What follows belongs to an exercise in optimizing a design on an open flow for small area, a short achievable clock period and few clock cycles per item; a production flow would make more cautious choices.
The RTL was checked by simulation tests, not by an equivalence proof against the original design.
Power figures rest on the tool's default switching activity, not on a simulated workload.

--- flow/flow/run.sh ---
#!/bin/bash
set -euo pipefail
export BUFFER_PORTS_ARGS="-buffer_cell sky130_fd_sc_hd__buf_2"
export CTS_ARGS="-sink_clustering_enable -repair_clock_nets -buf_list sky130_fd_sc_hd__clkbuf_8 -sink_clustering_size 10 -sink_clustering_max_diameter 80 -dont_use_dummy_load"
export SETUP_SLACK_MARGIN=34
export TNS_END_PERCENT=5
bash standard.sh > flow.log 2>&1
--- flow/standard.sh ---
#!/bin/bash
# synth_recipe.tcl (not shown) runs the flow's synth.tcl, then flattens the netlist and writes it again
# the make line also repeats each setting of config.mk as NAME=value (left out here)
make -C /OpenROAD-flow-scripts/flow DESIGN_CONFIG=/design/flow/config.mk WORK_HOME=/design/flow/orfs CLKGATE_MAP_FILE= SYNTH_SCRIPT=/design/flow/synth_recipe.tcl "${@:-finish}"
--- flow/config.mk ---
export PLATFORM = sky130hd
export DESIGN_NAME = frame_codec
export DESIGN_NICKNAME = frame_codec
export VERILOG_FILES = /design/flow/design.v
export SDC_FILE = /design/flow/constraint.sdc
export NUM_CORES = 4
export LEC_CHECK = 0
export ABC_AREA = 1
export CAP_MARGIN = 20
export CORE_MARGIN = 2
export CORE_UTILIZATION = 50
export PLACE_DENSITY = 0.6
export SLEW_MARGIN = 20
--- flow/constraint.sdc ---
create_clock -name core_clock -period 60.0 [get_ports {clk}]
set_input_delay 12.0000 -clock core_clock [delete_from_list [all_inputs] [get_ports {clk}]]
set_output_delay 12.0000 -clock core_clock [all_outputs]
set_load 0.01 [all_outputs]
--- flow/design.v ---
module fc_sat16 (
    input  wire [31:0] b,
    input  wire [1:0]  qty,
    output wire [15:0] q,
    output wire        sat,
    output wire        nan,
    output wire        s,
    output wire [18:0] pt,
    output wire        povf
);
    function [30:0] add3;
        input [30:0] x, y, z;
        input        c1, c2;
        reg   [30:0] sm, cr;
        reg          cy;
        integer      k;
        begin
            for (k = 0; k < 31; k = k + 1) begin
                sm[k] = x[k] ^ y[k] ^ z[k];
                cr[k] = (x[k] & y[k]) | (x[k] & z[k]) | (y[k] & z[k]);
            end
            add3[0] = sm[0] ^ c1;
            cy = c2 | (sm[0] & c1);
            for (k = 1; k < 31; k = k + 1) begin
                add3[k] = sm[k] ^ cr[k-1] ^ cy;
                cy      = (sm[k] & cr[k-1]) | (sm[k] & cy) | (cr[k-1] & cy);
            end
        end
    endfunction
    assign s = b[31];
    wire [7:0]  e   = b[30:23];
    wire        enz = |e;
    wire        emx = &e;
    wire        mnz = |b[22:0];
    wire        pos = (qty == 2'd0);
    wire        tqe = (qty == 2'd3);
    assign nan = emx & mnz;
    wire [23:0] mant = {enz, b[22:0]};
    wire [30:0] m0 = {7'd0, mant};
    wire [30:0] p1c = add3(m0 << 7, tqe ? ~(m0 << 5) : ~(m0 << 1), tqe ? (m0 << 2) : ~m0,
                           tqe, ~tqe);
    wire        vel    = (qty == 2'd1);
    wire        p1s    = pos | tqe;      
    wire        big_e  = p1s ? (e > 8'd141) : vel ? (e > 8'd137) : (e > 8'd139);
    wire        zero_e = p1s ? (e < 8'd118) : vel ? (e < 8'd114) : (e < 8'd116);
    wire [4:0]  jc = p1s ? 5'd13 : vel ? 5'd9 : 5'd11;
    wire [4:0]  j  = jc - e[4:0];        
    wire [22:0] sv = p1c[30:8] >> j;
    wire        big = big_e | (~zero_e & (|sv[22:20]));
    wire [19:0] t  = zero_e ? 20'd0 : sv[19:0];
    assign pt = t[18:0];
    assign povf = emx | big | t[19] | (t[18] & (t[17] | t[16] | t[15]));
    wire [15:0] mag = t[15:0];
    wire        ovf = emx | big | (t[19:16] != 4'd0) | (t[15] & (~s | (t[14:0] != 15'd0)));
    reg  [15:0] ng;
    reg         nc;
    integer     k2;
    always @* begin
        nc = s;
        for (k2 = 0; k2 < 16; k2 = k2 + 1) begin
            ng[k2] = (mag[k2] ^ s) ^ nc;
            nc     = (mag[k2] ^ s) & nc;
        end
    end
    assign sat = ~nan & ovf;
    assign q   = ({16{~nan & ovf}} & (s ? 16'h8000 : 16'h7FFF)) | ({16{~nan & ~ovf}} & ng);
endmodule
module fc_pos_q (
    input  wire        s,
    input  wire [14:0] pmag,
    input  wire        povf,
    input  wire        nan,
    output wire [15:0] q,
    output wire        sat
);
    reg  [15:0] ng;
    reg         nc;
    integer     k;
    always @* begin
        nc = s;
        for (k = 0; k < 16; k = k + 1) begin
            ng[k] = ((k < 15 ? pmag[k] : 1'b0) ^ s) ^ nc;
            nc    = ((k < 15 ? pmag[k] : 1'b0) ^ s) & nc;
        end
    end
    assign sat = ~nan & povf;
    assign q   = ({16{~nan & povf}} & (s ? 16'h8001 : 16'h7FFF)) | ({16{~nan & ~povf}} & ng);
endmodule
module fc_div9_8 (
    input  wire [3:0] r,
    input  wire [7:0] b,
    output wire [7:0] q,
    output wire [3:0] rn
);
    reg [3:0] rr;
    reg [4:0] u;
    reg [7:0] qq;
    reg       ge;
    integer   i;
    always @* begin
        rr = r;
        for (i = 7; i >= 0; i = i - 1) begin
            u     = {rr, b[i]};
            ge    = u[4] | (u[3] & (u[2] | u[1] | u[0]));
            qq[i] = ge;
            if (!ge)       rr = u[3:0];
            else if (u[4]) rr = {u[0], ~u[0], ~u[0], ~u[0]};                        
            else           rr = {1'b0, u[2] ^ (~u[1] & ~u[0]), u[1] ^ ~u[0], ~u[0]};   
        end
    end
    assign q  = qq;
    assign rn = rr;
endmodule
module fc_descale_init (
    input  wire [15:0] qin,
    input  wire [1:0]  qty,
    output wire        zero,
    output wire [8:0]  se,      
    output wire [6:0]  r0,      
    output wire [23:0] nb       
);
    wire        s = qin[15];
    reg  [15:0] a;
    reg         c;
    integer     i;
    always @* begin
        c = s;
        for (i = 0; i < 16; i = i + 1) begin
            a[i] = (qin[i] ^ s) ^ c;
            c    = (qin[i] ^ s) & c;
        end
    end
    assign zero = (qin == 16'd0);
    reg [3:0] lz;
    always @* begin
        lz = 4'd0;
        for (i = 0; i <= 15; i = i + 1)
            if (a[i]) lz = 4'd15 - i[3:0];
    end
    wire [15:0] an = a << lz;
    wire [19:0] xs = ({20{qty == 2'd0}} & {4'd0, an}) | ({20{qty == 2'd3}} & {3'd0, an, 1'b0});
    reg  [19:0] xa;
    reg         cy;
    always @* begin
        xa[2:0] = xs[2:0];
        cy = 1'b0;
        for (i = 3; i < 20; i = i + 1) begin
            xa[i] = (i < 19 ? an[i-3] : 1'b0) ^ xs[i] ^ cy;
            cy    = ((i < 19 ? an[i-3] : 1'b0) & xs[i]) | (((i < 19 ? an[i-3] : 1'b0) ^ xs[i]) & cy);
        end
    end
    wire        top = xa[19] | (&xa[18:14] & (xa[13] | xa[12]));
    wire [20:0] xw  = ({21{top}} & {1'b0, xa}) | ({21{~top}} & {xa, 1'b0});
    wire [7:0]  ec = (qty == 2'd0) ? 8'd137 : (qty == 2'd1) ? 8'd130 : (qty == 2'd2) ? 8'd132 : 8'd134;
    assign se = {s, ec + {7'd0, top} - {4'd0, lz}};
    assign r0 = xw[19:13];
    assign nb = {xw[12:0], 11'd62};
endmodule
module fc_descale_steps #(parameter DS_K = 8) (
    input  wire [6:0]      r,
    input  wire [DS_K-1:0] nb,
    output wire [DS_K-1:0] qb,
    output wire [6:0]      rn
);
    reg [6:0]      rr;
    reg [7:0]      r2, u;
    reg [DS_K-1:0] q;
    reg            c;
    integer        i, k;
    always @* begin
        rr = r;
        for (i = DS_K - 1; i >= 0; i = i - 1) begin
            r2   = {rr, nb[i]};
            q[i] = rr[6] | (&rr[5:1] & (rr[0] | nb[i]));
            c    = r2[0] | r2[1];
            u[0] = ~r2[0];
            u[1] = ~r2[1] ^ r2[0];
            for (k = 2; k < 7; k = k + 1) begin
                u[k] = r2[k] ^ c;
                c    = r2[k] & c;
            end
            rr   = q[i] ? u[6:0] : r2[6:0];
        end
    end
    assign qb = q;
    assign rn = rr;
endmodule
module frame_codec (
    input  wire        clk,
    input  wire        rst,
    input  wire        bus_valid,
    input  wire        bus_we,
    input  wire [7:0]  bus_addr,
    input  wire [31:0] bus_wdata,
    output wire        bus_ready,
    output reg  [31:0] bus_rdata
);
    localparam [3:0] OP_SCALE = 4'h1, OP_DESCALE = 4'h2, OP_ENC_STREAM = 4'h3,
                     OP_ENC_MODE = 4'h4, OP_ENC_REGW = 4'h5, OP_ENC_PING = 4'h6,
                     OP_DEC_STREAM = 4'h7, OP_DEC_DISC = 4'h8;
    reg  [31:0] cmd, opa, opb, opc, pin0, pin1;
    reg  [3:0]  plen;
    reg  [14:0] sam;             
    reg         sas, sao, san;
    reg  [3:0]  sar;             
    reg         sa_ph;           
    reg         j_a;             
    reg  [3:0]  kind;
    reg  [31:0] d0, d1;
    reg  [2:0]  fsat, fnan;
    reg         flen8, fname, fhw, done;
    reg  [1:0]  ferr;
    reg         p_f2, p_sc, p_fa, p_fb;
    reg  [2:0]  ds_cnt;      
    wire [5:0] ad = bus_addr[7:2];
    wire a_cmd  = (ad == 6'h00), a_opa  = (ad == 6'h01), a_opb  = (ad == 6'h02),
         a_opc  = (ad == 6'h03), a_pin0 = (ad == 6'h04), a_pin1 = (ad == 6'h05),
         a_plen = (ad == 6'h06), a_res0 = (ad == 6'h08), a_res1 = (ad == 6'h09),
         a_res2 = (ad == 6'h0A), a_pout0 = (ad == 6'h0C),
         a_pout1 = (ad == 6'h0D), a_stat = (ad == 6'h10);
    wire ds_busy  = (ds_cnt != 3'd0);
    wire busy_any = p_f2 | p_sc | p_fa | p_fb | ds_busy;
    wire hold = bus_we ? ((a_cmd & busy_any) | (a_opa & (p_fa | p_fb)) | (a_opb & p_fb))
                       : ((a_res0 & (p_sc | p_fa | ds_busy)) |
                          (a_res1 & p_fb) |
                          (a_pout0 & (p_fa | p_fb)) |
                          (a_stat & (p_sc | p_f2 | p_fa | p_fb)) |
                          ((a_res2 | a_pout1) & p_f2));
    assign bus_ready = ~hold;
    wire acc_wr = bus_valid & bus_we & ~hold;
    wire        post    = p_f2 | p_sc;
    wire        u_vel   = ~post & ~j_a;
    wire        usel_a  = j_a | p_sc;
    wire [31:0] u_b = ({32{usel_a}} & opa) | ({32{u_vel}} & opb) | ({32{p_f2}} & opc);
    wire [1:0]  u_qty = p_sc ? cmd[5:4] : p_f2 ? (cmd[8] ? 2'd2 : 2'd3) : {1'b0, u_vel};
    wire [15:0] uq;
    wire        us, un, u_s, u_povf;
    wire [18:0] u_pt;
    fc_sat16 u_sat (.b(u_b), .qty(u_qty), .q(uq), .sat(us), .nan(un),
                    .s(u_s), .pt(u_pt), .povf(u_povf));
    wire [7:0]  d9_q;
    wire [3:0]  d9_r;
    fc_div9_8 u_d9 (.r(j_a ? u_pt[18:15] : sar), .b(j_a ? u_pt[14:7] : {sam[6:0], 1'b0}),
                    .q(d9_q), .rn(d9_r));
    wire [15:0] saq;
    wire        sa_sat;
    fc_pos_q u_pq (.s(sas), .pmag(sam), .povf(sao), .nan(san), .q(saq), .sat(sa_sat));
    wire sa_run = j_a | sa_ph;
    wire        di_zero;
    wire [8:0]  di_se;
    wire [6:0]  di_r0;
    wire [23:0] di_nb;
    fc_descale_init u_di (.qin(opa[15:0]), .qty(bus_wdata[5:4]), .zero(di_zero),
                          .se(di_se), .r0(di_r0), .nb(di_nb));
    wire [5:0]  ds_qb;
    wire [6:0]  ds_rn;
    fc_descale_steps #(.DS_K(6)) u_ds (.r(d1[30:24]), .nb(d1[23:18]), .qb(ds_qb), .rn(ds_rn));
    wire [31:0] w   = bus_wdata;
    wire [3:0]  op  = w[3:0];
    wire [1:0]  qty = w[5:4];
    wire        vo  = w[6];
    wire        raw = w[7];
    wire        ft  = w[8];
    wire [7:0]  imm = w[23:16];
    wire [7:0]  mid = w[31:24];
    reg [31:0] zmask;
    always @* begin
        case (op)
            OP_SCALE, OP_DESCALE:        zmask = 32'hFFFFFFC0;
            OP_ENC_STREAM:               zmask = 32'hFFFFFE30;
            OP_ENC_MODE, OP_ENC_REGW:    zmask = 32'h0000FFF0;
            OP_ENC_PING:                 zmask = 32'h00FFFFF0;
            default:                     zmask = 32'hFFFFFFF0;
        endcase
    end
    wire illegal = (op == 4'h0) || (op > OP_DEC_DISC);
    wire rsv     = (w & zmask) != 32'd0;
    wire badlen  = ((op == OP_DEC_STREAM) || (op == OP_DEC_DISC)) && (plen > 4'd8);
    wire [1:0] err = illegal ? 2'd1 : rsv ? 2'd2 : badlen ? 2'd3 : 2'd0;
    wire name_v = (plen >= 4'd4) && (pin0[7:0] == 8'h51);
    wire hw_v   = (plen >= 4'd8);
    wire        f0_sa = ~vo & ~raw;
    wire [15:0] f0 = (vo ? 16'h8000 : 16'h0000) | ({16{~vo & raw}} & opa[15:0]) | ({16{~vo & ~raw}} & saq);
    wire [15:0] f1 = ({16{raw}} & opb[15:0]) | ({16{~raw}} & uq);
    wire cmd_wr = acc_wr & a_cmd;
    always @(posedge clk) begin
        if (rst) begin
            plen <= 4'd0;
            j_a <= 1'b0;
            kind <= 4'd0;
            fsat <= 3'd0; fnan <= 3'd0; flen8 <= 1'b0; fname <= 1'b0; fhw <= 1'b0;
            ferr <= 2'd0; done <= 1'b0;
            p_f2 <= 1'b0; p_sc <= 1'b0; p_fa <= 1'b0; p_fb <= 1'b0; ds_cnt <= 3'd0;
        end else begin
            if (p_f2) begin fsat[2] <= us; fnan[2] <= un; end
            if (p_sc) begin fsat[0] <= us; fnan[0] <= un; end
            if (p_fa & ~sa_run) begin fsat[0] <= sa_sat; fnan[0] <= san; end
            if (p_fb & u_vel) begin fsat[1] <= us; fnan[1] <= un; end
            p_f2 <= 1'b0;
            p_sc <= 1'b0;
            p_fa <= p_fa & sa_run;
            p_fb <= p_fb & ~u_vel;
            if (ds_busy) ds_cnt <= ds_cnt - 3'd1;
            j_a <= acc_wr & a_opa;
            if (acc_wr & a_plen) plen <= w[3:0];
            if (cmd_wr) begin
                done <= 1'b1;
                ferr <= err;
                fsat <= 3'd0; fnan <= 3'd0; flen8 <= 1'b0; fname <= 1'b0; fhw <= 1'b0;
                if (err == 2'd0) begin
                    kind <= op;
                    case (op)
                        OP_SCALE: begin
                            if (qty == 2'd0) begin
                                fsat[0] <= sa_sat; fnan[0] <= san; p_fa <= sa_run;
                            end else begin
                                p_sc <= 1'b1;
                            end
                        end
                        OP_DESCALE: begin
                            if (!di_zero) ds_cnt <= 3'd4;
                        end
                        OP_ENC_STREAM: begin
                            fsat[0] <= f0_sa & sa_sat; fnan[0] <= f0_sa & san;
                            fsat[1] <= ~raw & us;  fnan[1] <= ~raw & un;
                            p_fa <= f0_sa & sa_run;
                            p_fb <= ~raw & ~u_vel;
                            p_f2 <= ~raw;
                        end
                        OP_DEC_STREAM: flen8 <= (plen == 4'd8);
                        OP_DEC_DISC: begin fname <= name_v; fhw <= hw_v; end
                        default: ;
                    endcase
                end
            end
        end
    end
    wire [31:0] wz  = w & {32{~rst}};
    always @(posedge clk) begin
        if (rst | (acc_wr & a_cmd)) cmd  <= wz;
        if (rst | (acc_wr & a_opa)) opa  <= wz;
        if (rst | (acc_wr & a_opb)) opb  <= wz;
        if (rst | (acc_wr & a_opc)) opc  <= wz;
        if (rst | (acc_wr & a_pin0)) pin0 <= wz;
        if (rst | (acc_wr & a_pin1)) pin1 <= wz;
        if (rst | j_a) {sas, sao, san, sam} <= {u_s, u_povf, un, d9_q, u_pt[6:0]} & {18{~rst}};
        else if (sa_ph) sam[6:0] <= d9_q[7:1];
        if (j_a) sar <= d9_r;
        sa_ph <= ~rst & j_a;
    end
    wire c_ok  = cmd_wr & (err == 2'd0);
    wire w_sc  = c_ok & (op == OP_SCALE);
    wire w_ds  = c_ok & (op == OP_DESCALE);
    wire w_st  = c_ok & (op == OP_ENC_STREAM);
    wire w_md  = c_ok & (op == OP_ENC_MODE);
    wire w_rw  = c_ok & (op == OP_ENC_REGW);
    wire w_pg  = c_ok & (op == OP_ENC_PING);
    wire w_dec = c_ok & ((op == OP_DEC_STREAM) | (op == OP_DEC_DISC & name_v));
    wire w_dc  = c_ok & (op == OP_DEC_DISC);
    wire w_dc1 = c_ok & ((op == OP_DEC_STREAM) | (op == OP_DEC_DISC & hw_v));
    wire w_fa  = p_fa & ~sa_run;
    wire w_fb  = p_fb & u_vel;
    wire w_q4  = (ds_cnt == 3'd4), w_q3 = (ds_cnt == 3'd3), w_q2 = (ds_cnt == 3'd2),
         w_q1  = (ds_cnt == 3'd1);
    wire w_enc = w_md | w_rw | w_pg;
    wire [31:0] d0_nx =
        ({32{w_sc | w_fa}} & {16'd0, saq}) |
        ({32{p_sc}} & {16'd0, uq}) |
        ({32{w_fb}} & {uq, 16'd0}) |
        ({32{w_ds & ~di_zero}} & {di_se, 23'd0}) |
        ({32{w_st}} & {f1, f0}) |
        ({32{w_md}} & {8'h50, imm, 16'h0001}) |
        ({32{w_rw}} & {opa[15:0], imm, 8'h0D}) |
        ({32{w_pg}} & 32'h50500011) |
        ({32{w_dec & (op == OP_DEC_STREAM)}} & pin0) |
        ({32{w_dec & (op == OP_DEC_DISC)}} & {8'h00, pin0[31:8]}) |
        ({32{w_q4}} & {9'd0, ds_qb[4:0], 18'd0}) |
        ({32{w_q3}} & {14'd0, ds_qb, 12'd0}) |
        ({32{w_q2}} & {20'd0, ds_qb, 6'd0}) |
        ({32{w_q1}} & {26'd0, ds_qb});
    wire [31:0] d0_en =
        ({32{w_ds | w_st | w_enc | w_dc | (c_ok & (op == OP_DEC_STREAM))}}) |
        ({32{w_sc | w_fa | p_sc}} & 32'h0000FFFF) |
        ({32{w_fb}} & 32'hFFFF0000) |
        ({32{w_q4}} & 32'h007C0000) | ({32{w_q3}} & 32'h0003F000) |
        ({32{w_q2}} & 32'h00000FC0) | ({32{w_q1}} & 32'h0000003F);
    wire [31:0] d1_nx =
        ({32{w_ds}} & {1'b0, di_r0, di_nb}) |
        ({32{w_st}} & {8'd0, ft ? 8'hAD : 8'h90, opc[15:0]}) |
        ({32{w_md | w_pg}} & {8'd0, mid, 16'h5050}) |
        ({32{w_rw}} & {8'd0, mid, opa[31:16]}) |
        ({32{w_dc1}} & pin1) |
        ({32{p_f2}} & {16'd0, uq}) |
        ({32{ds_busy}} & {1'b0, ds_rn, d1[17:0], 6'd0});
    wire [31:0] d1_en =
        ({32{w_ds | w_dc | (c_ok & (op == OP_DEC_STREAM))}}) |
        ({32{w_st | w_enc}} & 32'h00FFFFFF) |
        ({32{p_f2}} & 32'h0000FFFF) |
        ({32{ds_busy}} & 32'h7FFFFFC0);
    integer bi;
    always @(posedge clk) begin
        for (bi = 0; bi < 32; bi = bi + 1) begin
            if (d0_en[bi]) d0[bi] <= d0_nx[bi];
            if (d1_en[bi]) d1[bi] <= d1_nx[bi];
        end
    end
    wire k_sc  = (kind == OP_SCALE);
    wire k_ds  = (kind == OP_DESCALE);
    wire k_enc = (kind == OP_ENC_STREAM) | (kind == OP_ENC_MODE) |
                 (kind == OP_ENC_REGW) | (kind == OP_ENC_PING);
    wire k_pg  = (kind == OP_ENC_PING);
    wire k_dec = (kind == OP_DEC_STREAM);
    wire k_dc  = (kind == OP_DEC_DISC);
    wire k_sd  = (kind == OP_ENC_STREAM) | k_dec;
    wire ok    = (ferr == 2'd0);
    wire [31:0] res0 = (k_ds | k_dc) ? d0 : (k_sc | k_sd) ? {{16{d0[15]}}, d0[15:0]} : 32'd0;
    wire [31:0] res1 = k_sd ? {{16{d0[31]}}, d0[31:16]} : k_dc ? d1 : 32'd0;
    wire [31:0] res2 = k_sd ? {{16{d1[15]}}, d1[15:0]} : 32'd0;
    wire [31:0] pout0 = k_enc ? d0 : 32'd0;
    wire [31:0] pout1 = k_enc ? {16'h5050, d1[15:0]} : 32'd0;
    wire [31:0] arb  = k_enc ? {k_pg, 15'd0, k_pg, 7'd0, d1[23:16]} : 32'd0;
    wire [3:0]  dlc  = k_enc ? 4'd8 : 4'd0;
    wire sent  = ok & k_sd & (d0[15:0] == 16'h8000);
    wire padok = ok & k_dec & (d1[31:16] == 16'h5050);
    wire [31:0] status = {done, 11'd0, 2'd0, ferr, 2'd0, fhw, fname, 1'b0, flen8, padok, sent,
                          1'b0, fnan, 1'b0, fsat};
    wire a_arb = (ad == 6'h0E), a_dlc = (ad == 6'h0F);
    always @* begin
        bus_rdata = ({32{a_cmd}} & cmd) | ({32{a_opa}} & opa) | ({32{a_opb}} & opb) |
                    ({32{a_opc}} & opc) | ({32{a_pin0}} & pin0) | ({32{a_pin1}} & pin1) |
                    ({32{a_plen}} & {28'd0, plen}) | ({32{a_res0}} & res0) |
                    ({32{a_res1}} & res1) | ({32{a_res2}} & res2) |
                    ({32{a_pout0}} & pout0) | ({32{a_pout1}} & pout1) |
                    ({32{a_arb}} & arb) | ({32{a_dlc}} & {28'd0, dlc}) | ({32{a_stat}} & status);
    end
endmodule
==> impl_metrics.py, run 1 <==
metrics = {
    "worst_setup_path": {
        "path_class": "input port to output pin",
        "worstPathRequired_ns": 48.00,
        "worstSetupEndpointType": "output pin",
        "critPathLaunchType": "input port",
        "arrival_ns": 14.10,
        "critical_path_buf_inv_count": 4,
        "max_stage_delay_ns": 0.36,
        "crit_fanout": 18,
        "cp_slowest_cell": "buf_4",
        "cp_top_family": "buffers and inverters",
        "crit_chain": "buf_2 > nor2_2 > nand2_2 > nor2_2 > buf_4 > clkinvlp_4 > o211ai_1 > a221oi_1 > o2111ai_1 > buf_2",
    },
    "power": {
        "ir_worst_vdd_mv": 0.0634,
        "power_leakage_nw": 11.3,
        "cellPowerDensity_mw_per_mm2": 39.3,
    },
    "floorplan": {
        "die_height_um": 224,
        "placementRows": 80,
        "fp.dieArea_mm2": 0.0502,
        "ios": 77,
        "core_mm2": 0.0477,
        "start_util": 0.507,
        "chipWidth_um": 224,
    },
    "sta": {
        "skew_ns": 0.0434,
        "fmax_mhz": 38.3,
        "finalSetupTns_ns": 0,
        "timing.final.crit_share": 0.435,
        "worst_pin_slew_ns": 1.28,
        "grt_setup_unrepaired": "true",
        "slew_violations": 0,
        "max_slew_margin": 0.142,
        "setup_viol_count_final": 0,
        "hold_viol": 0,
        "fin_crit_ns": 26.10,
        "finalHoldWorstSlack_ns": 0.514,
    },
    "yosys": {
        "synth-async-reset-ratio": 0,
        "syn_area_per_cell_um2": 7.95,
        "yosysWarnings": 6,
        "synth_nets": 3262,
        "syn_inst": 3044,
        "synth_top_area_share": 0.345,
        "yosysTopAreaCell": "edfxtp_1",
        "synth_flop_cell": "edfxtp_1",
        "synth_area_leaders": "edfxtp_1 35%, nand2_1 9.6%, inv_1 7.0%",
        "syn-cell-area_mm2": 0.0242,
        "synthTopCellsByCount": "620 x nand2_1, 451 x inv_1, 278 x edfxtp_1",
        "synth_most_common_cell": "nand2_1",
        "synth_cell_types": 68,
        "synth-seq-area-share": 0.369,
        "synth_edf_count": 278,
        "synth-seq-cells": 307,
    },
    "clock_tree": {
        "cts.path.max_buffers": 3,
        "cts_tree": "done",
        "cts_sinks": 307,
        "cts-root-buf": "clkbuf_8",
        "clock_latency_ns": 0.63,
        "htree_levels": 2,
        "cts_buffers": 37,
        "path_clk_slew_ns": 0.06,
    },
    "place": {
        "dp.final_hpwl_um": 88000,
        "gp_congestion": 1.04,
        "numPortBuffers": 74,
    },
    "global_route": {
        "grt_remaining_overflow": 0,
        "grt_usage": 0.445,
        "grt_pass1_vias": 22800,
        "grt_busiest_layer": "met2",
        "met3_usage": 0.173,
        "grt_pass1_wl_um": 159000,
        "grt_use_met2": 0.613,
        "gr-usage-met1": 0.602,
        "grt_max_degree": 45,
        "antenna_found_initial": 4,
    },
    "cells_and_area": {
        "area_growth_syn_to_layout_pct": 8.28,
        "drive_gt1_frac": 0.0999,
        "fill_cells": 4499,
        "nNetsFinal": 3334,
    },
    "outcome": {
        "run_status": "no timing/DRC/antenna violations",
    },
    "routing": {
        "drc": 0,
        "wl_um": 114000,
        "first_pass_iters": 6,
        "post_drt_wl_per_cell_um": 30.6,
        "via_per_inst": 6.74,
        "vias": 25200,
        "drt_iter0_drc": 4053,
        "final_antenna_net_count": 0,
    },
    "run": {
        "cap_violations": 0,
    },
    "min_path": {
        "hold_path.class": "flop to flop",
    },
}
-- stage by stage --
| stage | instance area, um2 | utilization | power, mW | worst slack [ns] | std cells |
|---|---|---|---|---|---|
| CTS | 26000 | 0.545 | 1.00 | 33.89 | 3717 |
| global placement | 25400 | 0.531 | 0.841 | 33.17 | 3673 |
| finish | 26200 | 0.549 | 1.03 | 33.90 | 3733 |
| detailed placement | 25400 | 0.531 | 0.872 | 33.14 | 3673 |
| global route | 26200 | 0.549 | 1.09 | 33.92 | 3729 |
| floorplan | 24200 | - | 0.679 | 34.41 | 3044 |
-- worst paths after layout --
path,from,end,slack (ns),cells after the start
min,fhw,fhw,0.51,2
min reg2reg,fhw,fhw,0.51,2
max reg2reg,j_a,d0[15],38.34,73
max,bus_addr[7],bus_rdata[15],33.90,10
-- sequential cells by signal (all words and copies together), names as in the netlist, 4 cells and up --
signal  flops
sar         4
d0         32
opa        32
kind        4
pin0       32
d1         32
sam        15
plen        4
cmd        32
pin1       32
opc        32
opb        32
-- cell usage in the layout (no fill, tap or decap), types with 8 or more instances in the layout --
cell type    n
nand2_1    616
inv_1      443
edfxtp_1   278
o21ai_0    236
nor2_1     235
nand3_1    122
ha_1       116
a21oi_1    112
o22ai_1     79
buf_2       75
a221oi_1    71
buf_4       66
fa_1        58
xor2_1      52
nand4_1     48
o211ai_1    43
clkbuf_8    38
a22oi_1     32
nor3_1      31
nand2_2     31
dfxtp_1     28
a211oi_1    26
o221ai_1    24
nor4_1      22
o2111ai_1   20
inv_2       18
o21ai_1     13
nor2_2      11
o21a_1      11
clkinv_1    11
or2_2       11
nand3_2     10
xnor2_1     10
a31oi_1     10
a32oi_1      8
-- cells by family after synthesis --
family | synth area share
XOR/XNOR | 0.0236
multiplexers | 0.00171
AND/OR/NAND/NOR | 0.209
buffers and inverters | 0.0942
flip-flops | 0.369
adder cells (fa/ha/maj) | 0.108
AO/OA/AOI/OAI | 0.195
-- layout make-up --
class / instances / area, um2 / area share
clock buffer: 37 / 509 / 0.0194
timing repair buffer: 148 / 970 / 0.0370
multi-input combinational: 2143 / 13200 / 0.503
inverter: 479 / 1830 / 0.0698
antenna: 4 / 10.0 / 0.000382
tap: 615 / 769 / 0.0294
sequential: 307 / 8930 / 0.341
-- per-layer routing --
| layer | vias up | share of wire |
|---|---|---|
| met1 | 11900 | 0.38 |
| met3 | 420 | 0.16 |
| met2 | 2114 | 0.39 |
| met5 | - | 0.00027 |
| li1 | 10700 | - |
| met4 | 4 | 0.067 |
-- where the power goes --
part	total, mW	switching (mW)	internal [mW]
logic	0.585	0.408	0.177
clock network	0.135	0.0804	0.0551
registers	0.309	0.0288	0.280
-- worst min-delay path, stage by stage (launching register included) --
cell     delay, ns
dfxtp_1       0.30
inv_1         0.08
o22ai_1       0.09
-- timing repair --
item	CTS	global route
buffers inserted	7	11
setup endpoints to repair	33	33
hold buffers	0	0
cloned	0	1
gates resized for setup	25	23
pin swaps	1	4
Testbench counts, summed over its fixed seeds: cycles 34,309, commands 4,800.
==> run 2: changes to the inputs <==
--- a/flow/config.mk
+++ b/flow/config.mk
@@ -7,7 +7,7 @@
 export LEC_CHECK = 0
 export ABC_AREA = 1
-export CAP_MARGIN = 20
+export CAP_MARGIN = 40
 export CORE_MARGIN = 2
 export CORE_UTILIZATION = 50
 export PLACE_DENSITY = 0.6
-export SLEW_MARGIN = 20
+export SLEW_MARGIN = 50
==> impl_metrics.py, run 2 <==
metrics = {
    "outcome": {
        "run_status": "no timing/DRC/antenna violations",
    },
    "yosys": {
        "synth-seq-area-share": 0.369,
        "synth_nets": 3262,
        "synth_edf_count": 278,
        "synth_most_common_cell": "nand2_1",
        "syn-cell-area_mm2": 0.0242,
        "yosysTopAreaCell": "edfxtp_1",
        "synth_top_area_share": 0.345,
        "syn_area_per_cell_um2": 7.95,
        "yosysWarnings": 6,
        "synth_cell_types": 68,
        "synthTopCellsByCount": "620 x nand2_1, 451 x inv_1, 278 x edfxtp_1",
        "syn_inst": 3044,
        "synth-seq-cells": 307,
        "synth_flop_cell": "edfxtp_1",
        "synth-async-reset-ratio": 0,
        "synth_area_leaders": "edfxtp_1 35%, nand2_1 9.6%, inv_1 7.0%",
    },
    "power": {
        "power_leakage_nw": 11.3,
        "ir_worst_vdd_mv": 0.0589,
        "cellPowerDensity_mw_per_mm2": 39.4,
    },
    "sta": {
        "slew_violations": 0,
        "timing.final.crit_share": 0.436,
        "grt_setup_unrepaired": "true",
        "fmax_mhz": 38.2,
        "finalHoldWorstSlack_ns": 0.513,
        "worst_pin_slew_ns": 0.809,
        "finalSetupTns_ns": 0,
        "setup_viol_count_final": 0,
        "skew_ns": 0.0534,
        "hold_viol": 0,
        "max_slew_margin": 0.458,
        "fin_crit_ns": 26.15,
    },
    "routing": {
        "drc": 0,
        "via_per_inst": 6.68,
        "final_antenna_net_count": 0,
        "vias": 24900,
        "first_pass_iters": 8,
        "drt_iter0_drc": 4330,
        "wl_um": 114000,
        "post_drt_wl_per_cell_um": 30.7,
    },
    "worst_setup_path": {
        "worstPathRequired_ns": 48.00,
        "path_class": "input port to output pin",
        "critPathLaunch": "bus_addr[7]",
        "r2r_slack_ns": 39.01,
        "crit_fanout": 4,
        "critPathLaunchType": "input port",
        "worstSetupEndpointType": "output pin",
        "reg2reg_depth": 73,
        "endpoint": "bus_rdata[3]",
        "reg2reg_from": "j_a",
        "r2r-end": "d0[15]",
        "arrival_ns": 14.15,
    },
    "global_route": {
        "grt_pass1_wl_um": 159000,
        "grt_pass1_vias": 22900,
        "grt_remaining_overflow": 0,
        "grt_max_degree": 45,
        "antenna_found_initial": 4,
        "grt_usage": 0.446,
    },
    "cells_and_area": {
        "area_growth_syn_to_layout_pct": 8.37,
        "stdcell_area_mm2": 0.0262,
        "nNetsFinal": 3325,
        "layout.cells.non_filler": 3725,
        "layout_common_cells": "616 x nand2_1, 441 x inv_1, 278 x edfxtp_1",
        "fill_cells": 4537,
        "layout_commonest_cell": "nand2_1",
        "drive_gt1_frac": 0.105,
    },
    "clock_tree": {
        "cts_tree": "done",
        "cts_sinks": 307,
        "cts.path.max_buffers": 3,
        "clock_latency_ns": 0.64,
        "cts_buffers": 37,
        "path_clk_slew_ns": 0.08,
        "htree_levels": 2,
        "cts-root-buf": "clkbuf_8",
    },
    "place": {
        "gp_congestion": 1.04,
        "postPlaceCellArea_mm2": 0.0255,
        "dp_cells": 3674,
        "numPortBuffers": 74,
        "dp.final_hpwl_um": 88200,
    },
    "floorplan": {
        "die_height_um": 224,
        "start_util": 0.507,
        "chipWidth_um": 224,
        "ios": 77,
        "core_mm2": 0.0477,
        "placementRows": 80,
        "fp.dieArea_mm2": 0.0502,
    },
    "min_path": {
        "whs_path_depth": 2,
        "min_from": "ferr[1]",
        "hold_path.class": "flop to flop",
    },
    "run": {
        "cap_violations": 0,
    },
}
run 2: per-layer routing:
layer  track usage  vias to the layer above  share of wire
met4         0.247                        4          0.066
met1         0.602                    11700           0.38
met3         0.172                      390           0.16
li1              -                    10700              -
met5             0                        -        0.00029
met2         0.612                     2114           0.39
run 2: how the worst min path moves through the flow:
stage | to
after floorplan | done
after global placement | ferr[1]
after detailed placement | ferr[1]
after CTS | ferr[1]
after global routing | flen8
final | ferr[1]
run 2: area by class of cell:
type	count	area, um2	area share
multi-input cells	2143	13300	0.507
flip-flops and latches	307	8930	0.341
inverters	479	1830	0.0696
repair buffers	139	885	0.0337
well taps	615	769	0.0293
clock buffers	37	509	0.0194
diodes	5	12.5	0.000477
run 2: worst max-delay path, cell delays in order:
cell	delay, ns
buf_2	0.11
nor2_2	0.19
nand3_1	0.22
nor2_1	0.44
inv_1	0.26
o211ai_1	0.31
a2111oi_4	0.09
buf_4	0.18
o2111ai_1	0.14
buf_2	0.21
run 2: logic make-up (layout without fill, tap and decap cells):
family / Yosys count / in the layout / synth area share
adders and majority gates: 174 / 174 / 0.108
muxes: 4 / 4 / 0.00171
other: 0 / 5 / 0
buffers and inverters: 594 / 655 / 0.0942
and+or+nand+nor: 1169 / 1169 / 0.209
xor gates and xnor gates: 63 / 63 / 0.0236
DFF: 307 / 307 / 0.369
AOI/OAI and AO/OA: 733 / 733 / 0.195
run 2: power breakdown:
part	internal, mW	switching [mW]
sequential	0.280	0.0287
clock	0.0551	0.0812
combinational	0.179	0.408
run 2: stage by stage:
| stage | setup WS, ns | power (mW) | utilization |
|---|---|---|---|
| finish | 33.85 | 1.03 | 0.549 |
| global route | 33.90 | 1.09 | 0.549 |
| CTS | 33.91 | 1.01 | 0.546 |
| detailed placement | 33.21 | 0.873 | 0.533 |
| global placement | 33.17 | 0.841 | 0.531 |
| floorplan | 34.41 | 0.679 | - |
run 2: timing repair:
| item | CTS | global route |
|---|---|---|
| setup buffers | 2 | 5 |
| endpoints found under the setup margin | 33 | 33 |
| pin swaps | 2 | 1 |
| resized for setup | 18 | 18 |
| gates cloned | 0 | 1 |
| hold buffers | 0 | 0 |

-- port drivers added, routing unchanged --
In the flow no input, the clock included, has a driving cell. The finished layouts below were timed again as built, in two steps.
Step 1 sets driving cells, clkbuf_16 on the clock port and buf_2 on the other inputs (assumed; they add their load-dependent delay and slew).
Step 2 adds t to the input delays and takes it off the output delays; t is the mean of the earliest and latest rising clock arrival at the registers after step 1. Input paths then give back, and output paths get back, about the clock's delay inside the block.
Slacks: ideal ports / drivers / drivers and shift; pairs: ideal ports / drivers.
run	t, ns	setup slack, ns	worst register clock-pin slew, ns
run 1	0.669	33.900 / 33.881 / 33.881	0.09 / 0.09
run 2	0.673	33.847 / 33.828 / 33.828	0.09 / 0.09
After both steps every run listed still meets setup and hold.
